Background: an optimization exercise with open tools, aiming at small area. Do not read the settings as production practice.
At most, simulation tests tie the RTL to the original design; equivalence was not proved.
The flow treats the clock pin as an ideal source, which a real chip does not have.
Power figures rest on the tool's default switching activity, not on a simulated workload.

==> flow/design.v <==
module ibus_core (
    input  wire        clk,
    input  wire        rst,           
    input  wire        rx,            
    output wire        tx,            
    output wire        tx_en,         
    input  wire        req_valid,
    input  wire        req_send,      
    input  wire [3:0]  req_cmd,
    input  wire [3:0]  req_id,
    input  wire [2:0]  req_len,       
    input  wire [31:0] req_data,      
    output reg         dec_valid,
    output wire [1:0]  dec_status,    
    output wire [3:0]  dec_cmd,
    output wire [3:0]  dec_id,
    output wire        frame_ready
);
    localparam [3:0] BC_START = 4'd15;
    localparam [3:0] BC_STOP  = 4'd8;
    localparam [3:0] BC_IDLE  = 4'd9;
    localparam [8:0] GAP_END = 9'h1FF;
    function [8:0] lfsr_back(input [8:0] s, input integer n);
        integer k;
        begin
            lfsr_back = s;
            for (k = 0; k < n; k = k + 1)
                lfsr_back = {lfsr_back[0] ^ lfsr_back[5], lfsr_back[8:1]};
        end
    endfunction
    localparam [8:0] GAP_SEED = lfsr_back(GAP_END, 320);
    reg        rx_s1, rx_s2;     
    reg  [3:0] ph;               
    reg  [3:0] bc;               
    reg        busy;             
    reg  [3:0] cnt;              
    reg        fp;               
    reg [39:0] sr;               
    reg  [7:0] acc;              
    reg  [2:0] hi;               
    reg        cy;               
    wire       gap_flag = &sr[39:31];
    assign tx_en       = busy;
    wire       sr0_true = sr[0] ^ (busy && !bc[0]);
    assign dec_cmd     = sr[15:12];
    assign dec_id      = sr[11:8];
    assign dec_status  = {sr[16] && !cy, sr[16] && cy};
    wire dec_fire  = req_valid && !req_send && !busy;
    wire send_fire = req_valid &&  req_send && !busy && (req_len <= 3'd4);
    wire cur1 = cnt[0] && !cnt[1];
    wire cur2 = cnt[1] && !cnt[2];
    wire cur3 = cnt[2] && !cnt[3];
    wire cur4 = cnt[3];
    wire first = fp;
    wire pend  = fp;
    assign frame_ready = !busy && cnt[3] && cnt[0];
    wire   dec_avail   = frame_ready;
    wire bit_end  = (ph == 4'd15);
    wire in_data  = !bc[3];
    wire dshift   = bit_end && in_data;
    wire last     = (bc == 4'd7);
    wire at_idle  = (bc == BC_IDLE);
    wire char_end = bit_end && (bc == BC_STOP);
    wire r_chi  = cnt[3] && !cnt[2];             
    wire r_clo  = cnt[2] && !cnt[1];             
    wire t_clo  = !first && r_clo;
    wire t_body = !first && !r_clo && !r_chi;
    wire rx_valid    = !busy && char_end && rx_s2;
    wire rx_accept   = rx_valid && !send_fire;
    wire frame_start = rx_accept && gap_flag;
    wire rx_shift    = !busy && dshift;
    wire tx_shift = busy && dshift && t_body;
    always @(posedge clk) begin
        if (rst) begin
            rx_s1 <= 1'b1;
            rx_s2 <= 1'b1;
        end else begin
            rx_s1 <= rx;
            rx_s2 <= rx_s1;
        end
    end
    always @(posedge clk) begin
        if (send_fire)
            ph <= 4'd13;
        else if (!busy && at_idle)
            ph <= 4'd8;                  
        else if (!(busy && char_end))
            ph <= ph + 4'd1;
    end
    always @(posedge clk) begin
        if (rst) begin
            bc   <= BC_IDLE;
            busy <= 1'b0;
        end else if (send_fire) begin
            bc   <= BC_IDLE;
            busy <= 1'b1;
        end else begin
            if (at_idle) begin
                if (busy ? bit_end : !rx_s2)
                    bc <= BC_START;
            end else if (bit_end) begin
                if (!busy && bc == BC_START && rx_s2)
                    bc <= BC_IDLE;       
                else
                    bc <= bc + 4'd1;
            end
            if (busy && char_end && r_chi)
                busy <= 1'b0;
        end
    end
    always @(posedge clk) begin
        if (rst)
            cnt <= 4'b0000;
        else if (send_fire)
            cnt <= {req_len == 3'd0, req_len <= 3'd1, req_len <= 3'd2, req_len <= 3'd3};
        else if (frame_start)
            cnt <= 4'b0001;
        else if (busy ? char_end : ((rx_accept && !cur4) || (dec_fire && dec_avail)))
            cnt <= {cnt[2:0], !cnt[3]};
    end
    always @(posedge clk) begin
        if (send_fire)
            fp <= 1'b1;
        else if (busy) begin
            if (char_end)
                fp <= 1'b0;
        end else if (rx_accept && (frame_start || !cnt[2]))
            fp <= 1'b1;
        else if (rx_shift && last)
            fp <= 1'b0;
    end
    wire [8:0] gap_lfsr = {sr[31], sr[32], sr[33], sr[34], sr[35], sr[36], sr[37], sr[38], sr[39]};
    wire [8:0] gap_seed_sr;              
    genvar gk;
    generate
        for (gk = 0; gk < 9; gk = gk + 1) begin : g_seed
            assign gap_seed_sr[8 - gk] = GAP_SEED[gk];
        end
    endgenerate
    always @(posedge clk) begin
        if (send_fire || tx_shift)
            sr[30:17] <= ~((req_data[22:9] & {14{send_fire}}) | (sr[31:18] & {14{tx_shift}}));
    end
    always @(posedge clk) begin
        if (send_fire) begin
            {sr[39:31], sr[16:0]} <= {req_data[31:23] ^ 9'h155, ~req_data[8], req_data[7:0] ^ 8'h55, ~req_cmd, ~req_id};
        end else begin
            if (tx_shift || rx_shift)
                sr[7:0] <= ~{busy ? sr[8] : rx_s2, sr[7:1]};
            if (tx_shift || (rx_shift && cur1))
                sr[15:8] <= {busy ? sr[16] : rx_s2, sr[15:9]};
            if (tx_shift)
                sr[16] <= ~sr[17];
            else if (!busy)
                sr[16] <= dec_avail;
            if (!busy && rx_accept)
                sr[39:31] <= gap_seed_sr;
            else if (tx_shift || !busy)
                sr[38:31] <= sr[39:32];
            if (!busy && !rx_accept)
                sr[39] <= (gap_lfsr[8] ^ gap_lfsr[4]) | gap_flag;
        end
    end
    wire ld     = !busy && cur1;
    wire add_en = busy ? t_body : pend;
    wire a_in   = add_en && sr0_true;
    wire a_acc  = acc[0] && !ld;
    wire a_cy   = cy && !ld;
    wire s_bit  = a_acc ^ a_in ^ a_cy;
    wire c_out  = (a_acc & a_in) | (a_acc & a_cy) | (a_in & a_cy);
    wire rot    = dshift && (busy || pend);
    wire ok3    = (acc == 8'hFF) && ((sr[7:0] ^ 8'b10101010) == {7'h7F, ~hi[0]});
    always @(posedge clk) begin
        if (send_fire) begin
            acc <= 8'd4 + {5'd0, req_len};
            hi  <= 3'd0;
            cy  <= 1'b0;
        end else if (rot) begin
            acc <= {s_bit, acc[7:1]};
            cy  <= c_out && !last;
            if (last && ld)
                hi[1:0] <= 2'd0;
            else if (last)
                hi <= hi + {2'd0, c_out};
        end else if (rx_accept && cur3) begin
            cy <= ok3;
        end
    end
    always @(posedge clk) begin
        if (rst)
            dec_valid <= 1'b0;
        else
            dec_valid <= dec_fire;
    end
    reg t_bit;
    always @(*) begin
        if (first)
            t_bit = acc[0];
        else if (t_body)
            t_bit = sr0_true;
        else if (t_clo)
            t_bit = ~acc[0];
        else
            t_bit = !(bc[2:0] <= 3'd2 && hi[bc[1:0]]);
    end
    assign tx = !busy || !(bc == BC_START || (in_data && !t_bit));
endmodule
Settings: LEC_CHECK=0, CAP_MARGIN=0, CORE_MARGIN=2, CORE_UTILIZATION=40, PLACE_DENSITY=0.6, SLEW_MARGIN=0; clock period 10.0 ns.
standard.sh (not shown) runs the stock make flow with config.mk's settings and CLKGATE_MAP_FILE= SYNTH_SCRIPT=/design/flow/synth_recipe.tcl, a recipe that flattens the netlist after the stock synthesis.
==> flow/flow/run.sh <==
#!/bin/bash
# The standard layout (standard.sh) with these changes:
# - synthesis maps the logic with ABC's area-oriented mapper (amap, the
#   script in abc_map.script) instead of ORFS's delay-oriented script; the
#   flip-flops are mapped before ABC runs, so they are the same as in the
#   standard synthesis;
# - the port buffers are the smallest buffer cell instead of the delay cell
#   buffer_ports picks by default;
# - the clock tree: manual_cts.tcl splits the flip-flops into CLK_GROUPS
#   groups, each driven by one CLK_GROUP_CELL, and CTS builds the tree
#   from the clock port to those buffers only, of clkbuf_1, without dummy
#   loads.
set -euo pipefail
rm -rf scripts_area
cp -r "$FLOW_HOME/scripts" scripts_area
cp flow/abc_map.script scripts_area/abc_speed.script
export SCRIPTS_DIR="$PWD/scripts_area"
export BUFFER_PORTS_ARGS="-buffer_cell sky130_fd_sc_hd__buf_1"
export CLK_GROUPS=8
export CLK_GROUP_CELL=sky130_fd_sc_hd__clkbuf_4
export PRE_CTS_TCL="$PWD/flow/manual_cts.tcl"
export CTS_ARGS="-clk_nets clk -sink_clustering_enable -repair_clock_nets -dont_use_dummy_load -buf_list sky130_fd_sc_hd__clkbuf_1"
bash standard.sh > standard.log 2>&1
Other scripts of this flow, unchanged in this note and not shown: flow/flow/abc_map.script, flow/flow/manual_cts.tcl
The baseline completed with no timing, DRC or antenna violations.
Change:
--- a/flow/design.v
+++ b/flow/design.v
@@ -18,10 +18,13 @@
 );
     localparam [3:0] BC_START = 4'd15;
     localparam [3:0] BC_STOP  = 4'd8;
     localparam [3:0] BC_IDLE  = 4'd9;
     localparam [8:0] GAP_END = 9'h1FF;
+    function [8:0] lfsr_step(input [8:0] s);
+        lfsr_step = {s[7:0], s[8] ^ s[4]};
+    endfunction
     function [8:0] lfsr_back(input [8:0] s, input integer n);
         integer k;
         begin
             lfsr_back = s;
             for (k = 0; k < n; k = k + 1)
@@ -37,16 +40,18 @@
     reg        fp;               
     reg [39:0] sr;               
     reg  [7:0] acc;              
     reg  [2:0] hi;               
     reg        cy;               
-    wire       gap_flag = &sr[39:31];
+    reg  [8:0] gap_lfsr;
+    wire       gap_flag = &gap_lfsr;
+    reg        avail_q;          
     assign tx_en       = busy;
     wire       sr0_true = sr[0] ^ (busy && !bc[0]);
     assign dec_cmd     = sr[15:12];
     assign dec_id      = sr[11:8];
-    assign dec_status  = {sr[16] && !cy, sr[16] && cy};
+    assign dec_status  = {avail_q && !cy, avail_q && cy};
     wire dec_fire  = req_valid && !req_send && !busy;
     wire send_fire = req_valid &&  req_send && !busy && (req_len <= 3'd4);
     wire cur1 = cnt[0] && !cnt[1];
     wire cur2 = cnt[1] && !cnt[2];
     wire cur3 = cnt[2] && !cnt[3];
@@ -127,40 +132,20 @@
         end else if (rx_accept && (frame_start || !cnt[2]))
             fp <= 1'b1;
         else if (rx_shift && last)
             fp <= 1'b0;
     end
-    wire [8:0] gap_lfsr = {sr[31], sr[32], sr[33], sr[34], sr[35], sr[36], sr[37], sr[38], sr[39]};
-    wire [8:0] gap_seed_sr;              
-    genvar gk;
-    generate
-        for (gk = 0; gk < 9; gk = gk + 1) begin : g_seed
-            assign gap_seed_sr[8 - gk] = GAP_SEED[gk];
-        end
-    endgenerate
-    always @(posedge clk) begin
-        if (send_fire || tx_shift)
-            sr[30:17] <= ~((req_data[22:9] & {14{send_fire}}) | (sr[31:18] & {14{tx_shift}}));
-    end
-    always @(posedge clk) begin
-        if (send_fire) begin
-            {sr[39:31], sr[16:0]} <= {req_data[31:23] ^ 9'h155, ~req_data[8], req_data[7:0] ^ 8'h55, ~req_cmd, ~req_id};
-        end else begin
+    always @(posedge clk) begin
+        if (send_fire)
+            sr <= {~req_data[31:8], req_data[7:0] ^ 8'h55, ~req_cmd, ~req_id};
+        else begin
             if (tx_shift || rx_shift)
                 sr[7:0] <= ~{busy ? sr[8] : rx_s2, sr[7:1]};
             if (tx_shift || (rx_shift && cur1))
                 sr[15:8] <= {busy ? sr[16] : rx_s2, sr[15:9]};
             if (tx_shift)
-                sr[16] <= ~sr[17];
-            else if (!busy)
-                sr[16] <= dec_avail;
-            if (!busy && rx_accept)
-                sr[39:31] <= gap_seed_sr;
-            else if (tx_shift || !busy)
-                sr[38:31] <= sr[39:32];
-            if (!busy && !rx_accept)
-                sr[39] <= (gap_lfsr[8] ^ gap_lfsr[4]) | gap_flag;
+                sr[38:16] <= ~sr[39:17];
         end
     end
     wire ld     = !busy && cur1;
     wire add_en = busy ? t_body : pend;
     wire a_in   = add_en && sr0_true;
@@ -185,14 +170,23 @@
         end else if (rx_accept && cur3) begin
             cy <= ok3;
         end
     end
     always @(posedge clk) begin
+        if (rx_accept)
+            gap_lfsr <= GAP_SEED;
+        else
+            gap_lfsr <= {gap_lfsr[7:0], (gap_lfsr[8] ^ gap_lfsr[4]) | gap_flag};
+    end
+    always @(posedge clk) begin
         if (rst)
             dec_valid <= 1'b0;
         else
             dec_valid <= dec_fire;
+    end
+    always @(posedge clk) begin
+        avail_q <= dec_avail;
     end
     reg t_bit;
     always @(*) begin
         if (first)
             t_bit = acc[0];
Outcome:
- The changed run finished with timing, DRC and antenna clean
- combinational power came out higher by 57%
- global-route usage is lower by 1.2 points
- maximum frequency falls by 1.3%
- via count is higher by 0.58%
- wire length drops by 2.3%
- total power increases by 20%
- clock power rises by about 5%
- first-iteration DRC count goes up by 57%
- sequential power goes up by 17%
No functional check of the RTL was part of any run of this note.

ibus_core, a different RTL version from the one above (not shown whole).
Size: about 79 flip-flops, roughly 62 I/O pins, ~3400 um2 of cells after synthesis.
==> module ibus_core, before the edit <==
module ibus_core (
    input  wire        clk,
    input  wire        rst,           
    input  wire        rx,            
    output wire        tx,            
    output wire        tx_en,         
    input  wire        req_valid,
    input  wire        req_send,      
    input  wire [3:0]  req_cmd,
    input  wire [3:0]  req_id,
    input  wire [2:0]  req_len,       
    input  wire [31:0] req_data,      
    output reg         dec_valid,
    output wire [1:0]  dec_status,    
    output wire [3:0]  dec_cmd,
    output wire [3:0]  dec_id,
    output wire        frame_ready
);
    localparam [3:0] BC_START = 4'd15;
    localparam [3:0] BC_STOP  = 4'd8;
    localparam [3:0] BC_IDLE  = 4'd9;
    localparam [8:0] GAP_END = 9'h1FF;
    function [8:0] lfsr_step(input [8:0] s);
        lfsr_step = {s[7:0], s[8] ^ s[4]};
    endfunction
    function [8:0] lfsr_back(input [8:0] s, input integer n);
        integer k;
        begin
            lfsr_back = s;
            for (k = 0; k < n; k = k + 1)
                lfsr_back = {lfsr_back[0] ^ lfsr_back[5], lfsr_back[8:1]};
        end
    endfunction
    localparam [8:0] GAP_SEED = lfsr_back(GAP_END, 320);
    reg        rx_s1, rx_s2;     
    reg  [3:0] ph;               
    reg  [3:0] bc;               
    reg        busy;             
    reg  [3:0] cnt;              
    reg        fp;               
    reg [39:0] sr;               
    reg  [7:0] acc;              
    reg  [2:0] hi;               
    reg        cy;               
    reg  [8:0] gap_lfsr;
    wire       gap_flag = &gap_lfsr;
    reg        avail_q;          
    assign tx_en       = busy;
    wire       sr0_true = sr[0] ^ (busy && !bc[0]);
    assign dec_cmd     = sr[15:12];
    assign dec_id      = sr[11:8];
    assign dec_status  = {avail_q && !cy, avail_q && cy};
    wire dec_fire  = req_valid && !req_send && !busy;
    wire send_fire = req_valid &&  req_send && !busy && (req_len <= 3'd4);
    wire cur1 = cnt[0] && !cnt[1];
    wire cur2 = cnt[1] && !cnt[2];
    wire cur3 = cnt[2] && !cnt[3];
    wire cur4 = cnt[3];
    wire first = fp;
    wire pend  = fp;
    assign frame_ready = !busy && cnt[3] && cnt[0];
    wire   dec_avail   = frame_ready;
    wire bit_end  = (ph == 4'd15);
    wire in_data  = !bc[3];
    wire dshift   = bit_end && in_data;
    wire last     = (bc == 4'd7);
    wire at_idle  = (bc == BC_IDLE);
    wire char_end = bit_end && (bc == BC_STOP);
    wire r_chi  = cnt[3] && !cnt[2];             
    wire r_clo  = cnt[2] && !cnt[1];             
    wire t_clo  = !first && r_clo;
    wire t_body = !first && !r_clo && !r_chi;
    wire rx_valid    = !busy && char_end && rx_s2;
    wire rx_accept   = rx_valid && !send_fire;
    wire frame_start = rx_accept && gap_flag;
    wire rx_shift    = !busy && dshift;
    wire tx_shift = busy && dshift && t_body;
    always @(posedge clk) begin
        if (rst) begin
            rx_s1 <= 1'b1;
            rx_s2 <= 1'b1;
        end else begin
            rx_s1 <= rx;
            rx_s2 <= rx_s1;
        end
    end
    always @(posedge clk) begin
        if (send_fire)
            ph <= 4'd13;
        else if (!busy && at_idle)
            ph <= 4'd8;                  
        else if (!(busy && char_end))
            ph <= ph + 4'd1;
    end
    always @(posedge clk) begin
        if (rst) begin
            bc   <= BC_IDLE;
            busy <= 1'b0;
        end else if (send_fire) begin
            bc   <= BC_IDLE;
            busy <= 1'b1;
        end else begin
            if (at_idle) begin
                if (busy ? bit_end : !rx_s2)
                    bc <= BC_START;
            end else if (bit_end) begin
                if (!busy && bc == BC_START && rx_s2)
                    bc <= BC_IDLE;       
                else
                    bc <= bc + 4'd1;
            end
            if (busy && char_end && r_chi)
                busy <= 1'b0;
        end
    end
    always @(posedge clk) begin
        if (rst)
            cnt <= 4'b0000;
        else if (send_fire)
            cnt <= {req_len == 3'd0, req_len <= 3'd1, req_len <= 3'd2, req_len <= 3'd3};
        else if (frame_start)
            cnt <= 4'b0001;
        else if (busy ? char_end : ((rx_accept && !cur4) || (dec_fire && dec_avail)))
            cnt <= {cnt[2:0], !cnt[3]};
    end
    always @(posedge clk) begin
        if (send_fire)
            fp <= 1'b1;
        else if (busy) begin
            if (char_end)
                fp <= 1'b0;
        end else if (rx_accept && (frame_start || !cnt[2]))
            fp <= 1'b1;
        else if (rx_shift && last)
            fp <= 1'b0;
    end
    always @(posedge clk) begin
        if (send_fire)
            sr <= {~req_data[31:8], req_data[7:0] ^ 8'h55, ~req_cmd, ~req_id};
        else begin
            if (tx_shift || rx_shift)
                sr[7:0] <= ~{busy ? sr[8] : rx_s2, sr[7:1]};
            if (tx_shift || (rx_shift && cur1))
                sr[15:8] <= {busy ? sr[16] : rx_s2, sr[15:9]};
            if (tx_shift)
                sr[39:16] <= ~{sr[39], sr[39:17]};
        end
    end
    wire ld     = !busy && cur1;
    wire add_en = busy ? t_body : pend;
    wire a_in   = add_en && sr0_true;
    wire a_acc  = acc[0] && !ld;
    wire a_cy   = cy && !ld;
    wire s_bit  = a_acc ^ a_in ^ a_cy;
    wire c_out  = (a_acc & a_in) | (a_acc & a_cy) | (a_in & a_cy);
    wire rot    = dshift && (busy || pend);
    wire ok3    = (acc == 8'hFF) && ((sr[7:0] ^ 8'b10101010) == {7'h7F, ~hi[0]});
    always @(posedge clk) begin
        if (send_fire) begin
            acc <= 8'd4 + {5'd0, req_len};
            hi  <= 3'd0;
            cy  <= 1'b0;
        end else if (rot) begin
            acc <= {s_bit, acc[7:1]};
            cy  <= c_out && !last;
            if (last && ld)
                hi[1:0] <= 2'd0;
            else if (last)
                hi <= hi + {2'd0, c_out};
        end else if (rx_accept && cur3) begin
            cy <= ok3;
        end
    end
    always @(posedge clk) begin
        if (rx_accept)
            gap_lfsr <= GAP_SEED;
        else
            gap_lfsr <= {gap_lfsr[7:0], (gap_lfsr[8] ^ gap_lfsr[4]) | gap_flag};
    end
    always @(posedge clk) begin
        if (rst)
            dec_valid <= 1'b0;
        else
            dec_valid <= dec_fire;
    end
    always @(posedge clk) begin
        avail_q <= dec_avail;
    end
    reg t_bit;
    always @(*) begin
        if (first)
            t_bit = acc[0];
        else if (t_body)
            t_bit = sr0_true;
        else if (t_clo)
            t_bit = ~acc[0];
        else
            t_bit = !(bc[2:0] <= 3'd2 && hi[bc[1:0]]);
    end
    assign tx = !busy || !(bc == BC_START || (in_data && !t_bit));
endmodule
==> flow/config.mk <==
export PLATFORM = sky130hd
export DESIGN_NAME = ibus_core
export DESIGN_NICKNAME = ibus_core
export VERILOG_FILES = /design/flow/design.v
export SDC_FILE = /design/flow/constraint.sdc
export NUM_CORES = 4
export LEC_CHECK = 0
export CAP_MARGIN = 0
export CORE_MARGIN = 2
export CORE_UTILIZATION = 40
export PLACE_DENSITY = 0.6
export SLEW_MARGIN = 0
==> flow/constraint.sdc <==
create_clock -name core_clock -period 10.0 [get_ports {clk}]
set_input_delay 2.0000 -clock core_clock [delete_from_list [all_inputs] [get_ports {clk}]]
set_output_delay 2.0000 -clock core_clock [all_outputs]
set_load 0.01 [all_outputs]
==> flow/flow/abc_map.script <==
strash
ifraig
dch -f
amap
topo
==> flow/flow/manual_cts.tcl <==
# Sourced by ORFS's cts.tcl before clock_tree_synthesis (PRE_CTS_TCL).
# The flip-flops are split into CLK_GROUPS groups of about equal size by
# their angle around the centre of all flip-flops; each group gets one
# CLK_GROUP_CELL buffer at its centre, and clock_tree_synthesis, run on the clock port's
# net only, then drives these buffers. Every flip-flop is behind exactly one
# group buffer and one small tree from the port, so the clock reaches all of
# them through the same kind of path.
proc manual_clock_buffers {nb cell} {
  set block [ord::get_db_block]
  set master [[ord::get_db] findMaster $cell]
  set clknet [$block findNet clk]
  set sinks {}
  foreach it [$clknet getITerms] {
    set bb [[$it getInst] getBBox]
    lappend sinks [list $it [expr {([$bb xMin] + [$bb xMax]) / 2.0}] [expr {([$bb yMin] + [$bb yMax]) / 2.0}]]
  }
  set n [llength $sinks]
  set cx 0.0
  set cy 0.0
  foreach s $sinks {
    set cx [expr {$cx + [lindex $s 1]}]
    set cy [expr {$cy + [lindex $s 2]}]
  }
  set cx [expr {$cx / $n}]
  set cy [expr {$cy / $n}]
  set withang {}
  foreach s $sinks {
    lappend withang [list {*}$s [expr {atan2([lindex $s 2] - $cy, [lindex $s 1] - $cx)}]]
  }
  set sorted [lsort -real -index 3 $withang]
  set per [expr {int(ceil(double($n) / $nb))}]
  for {set g 0} {$g < $nb} {incr g} {
    set grp [lrange $sorted [expr {$g * $per}] [expr {($g + 1) * $per - 1}]]
    if {[llength $grp] == 0} { continue }
    set gx 0.0
    set gy 0.0
    foreach s $grp {
      set gx [expr {$gx + [lindex $s 1]}]
      set gy [expr {$gy + [lindex $s 2]}]
    }
    set gx [expr {int($gx / [llength $grp])}]
    set gy [expr {int($gy / [llength $grp])}]
    set inst [odb::dbInst_create $block $master "clkbuf_grp_$g"]
    set net [odb::dbNet_create $block "clk_grp_$g"]
    $net setSigType CLOCK
    $inst setLocation $gx $gy
    $inst setPlacementStatus PLACED
    [$inst findITerm A] connect $clknet
    [$inst findITerm X] connect $net
    foreach s $grp {
      set it [lindex $s 0]
      $it disconnect
      $it connect $net
    }
  }
  puts "manual_clock_buffers: $n flip-flops in $nb groups of up to $per"
}

manual_clock_buffers $::env(CLK_GROUPS) $::env(CLK_GROUP_CELL)
Scripts as last shown in full above: flow/flow/run.sh
Then changed:
--- a/flow/design.v
+++ b/flow/design.v
@@ -19,11 +19,8 @@
     localparam [3:0] BC_START = 4'd15;
     localparam [3:0] BC_STOP  = 4'd8;
     localparam [3:0] BC_IDLE  = 4'd9;
     localparam [8:0] GAP_END = 9'h1FF;
-    function [8:0] lfsr_step(input [8:0] s);
-        lfsr_step = {s[7:0], s[8] ^ s[4]};
-    endfunction
     function [8:0] lfsr_back(input [8:0] s, input integer n);
         integer k;
         begin
             lfsr_back = s;
@@ -41,10 +38,9 @@
     reg [39:0] sr;               
     reg  [7:0] acc;              
     reg  [2:0] hi;               
     reg        cy;               
-    reg  [8:0] gap_lfsr;
-    wire       gap_flag = &gap_lfsr;
+    wire       gap_flag = &sr[39:31];
     reg        avail_q;          
     assign tx_en       = busy;
     wire       sr0_true = sr[0] ^ (busy && !bc[0]);
     assign dec_cmd     = sr[15:12];
@@ -133,18 +129,32 @@
             fp <= 1'b1;
         else if (rx_shift && last)
             fp <= 1'b0;
     end
+    wire [8:0] gap_lfsr = {sr[31], sr[32], sr[33], sr[34], sr[35], sr[36], sr[37], sr[38], sr[39]};
+    wire [8:0] gap_seed_sr;              
+    genvar gk;
+    generate
+        for (gk = 0; gk < 9; gk = gk + 1) begin : g_seed
+            assign gap_seed_sr[8 - gk] = GAP_SEED[gk];
+        end
+    endgenerate
     always @(posedge clk) begin
         if (send_fire)
-            sr <= {~req_data[31:8], req_data[7:0] ^ 8'h55, ~req_cmd, ~req_id};
+            sr <= {req_data[31:23] ^ 9'h155, ~req_data[22:8], req_data[7:0] ^ 8'h55, ~req_cmd, ~req_id};
         else begin
             if (tx_shift || rx_shift)
                 sr[7:0] <= ~{busy ? sr[8] : rx_s2, sr[7:1]};
             if (tx_shift || (rx_shift && cur1))
                 sr[15:8] <= {busy ? sr[16] : rx_s2, sr[15:9]};
             if (tx_shift)
-                sr[39:16] <= ~{sr[39], sr[39:17]};
+                sr[30:16] <= ~sr[31:17];
+            if (!busy && rx_accept)
+                sr[39:31] <= gap_seed_sr;
+            else if (tx_shift || !busy)
+                sr[38:31] <= sr[39:32];
+            if (!busy && !rx_accept)
+                sr[39] <= (gap_lfsr[8] ^ gap_lfsr[4]) | gap_flag;
         end
     end
     wire ld     = !busy && cur1;
     wire add_en = busy ? t_body : pend;
@@ -171,14 +181,8 @@
             cy <= ok3;
         end
     end
     always @(posedge clk) begin
-        if (rx_accept)
-            gap_lfsr <= GAP_SEED;
-        else
-            gap_lfsr <= {gap_lfsr[7:0], (gap_lfsr[8] ^ gap_lfsr[4]) | gap_flag};
-    end
-    always @(posedge clk) begin
         if (rst)
             dec_valid <= 1'b0;
         else
             dec_valid <= dec_fire;
Outcome: Clock skew fell by 0.014 ns; global-route usage increases by 1.9 points; wire length goes up by 6.7%; register-to-register slack is better by 0.25 ns; clock power came out lower by about 6%; total power goes down by 17%; critical path depth is unchanged; hold slack got worse by 0.021 ns; final cell count goes down by 2.5%; worst setup slack improved by 0.057 ns; design area is lower by 4.6%; first-iteration DRC count increases by 78%.

afterwards: timing with drivers on the ports:
How much do the figures lean on ideal ports? The routed layouts below were timed once more, with nothing changed but the port constraints.
Step 1 assumes that a clkbuf_16 drives the clock port and a buf_2 every other input.
Step 2 times the ports against the registers' clock, not the clock port: input delays grow and output delays shrink by t, the midpoint of the rising clock arrivals with the driver on.
Three values: ideal, step 1, step 2; two values: the first two.
run | t, ns | setup slack, ns | hold slack, ns
the first run of note 1 | 0.665 | 4.827 / 4.798 / 5.462 | 0.423 / 0.423 / 0.423
the second run of note 1 | 0.669 | 4.758 / 4.731 / 5.029 | 0.427 / 0.427 / 0.427
the first run of note 2 | 0.674 | 4.769 / 4.739 / 5.158 | 0.423 / 0.423 / 0.423
the second run of note 2 | 0.684 | 4.826 / 4.797 / 5.245 | 0.403 / 0.403 / 0.403
After both steps every run listed still meets setup and hold.
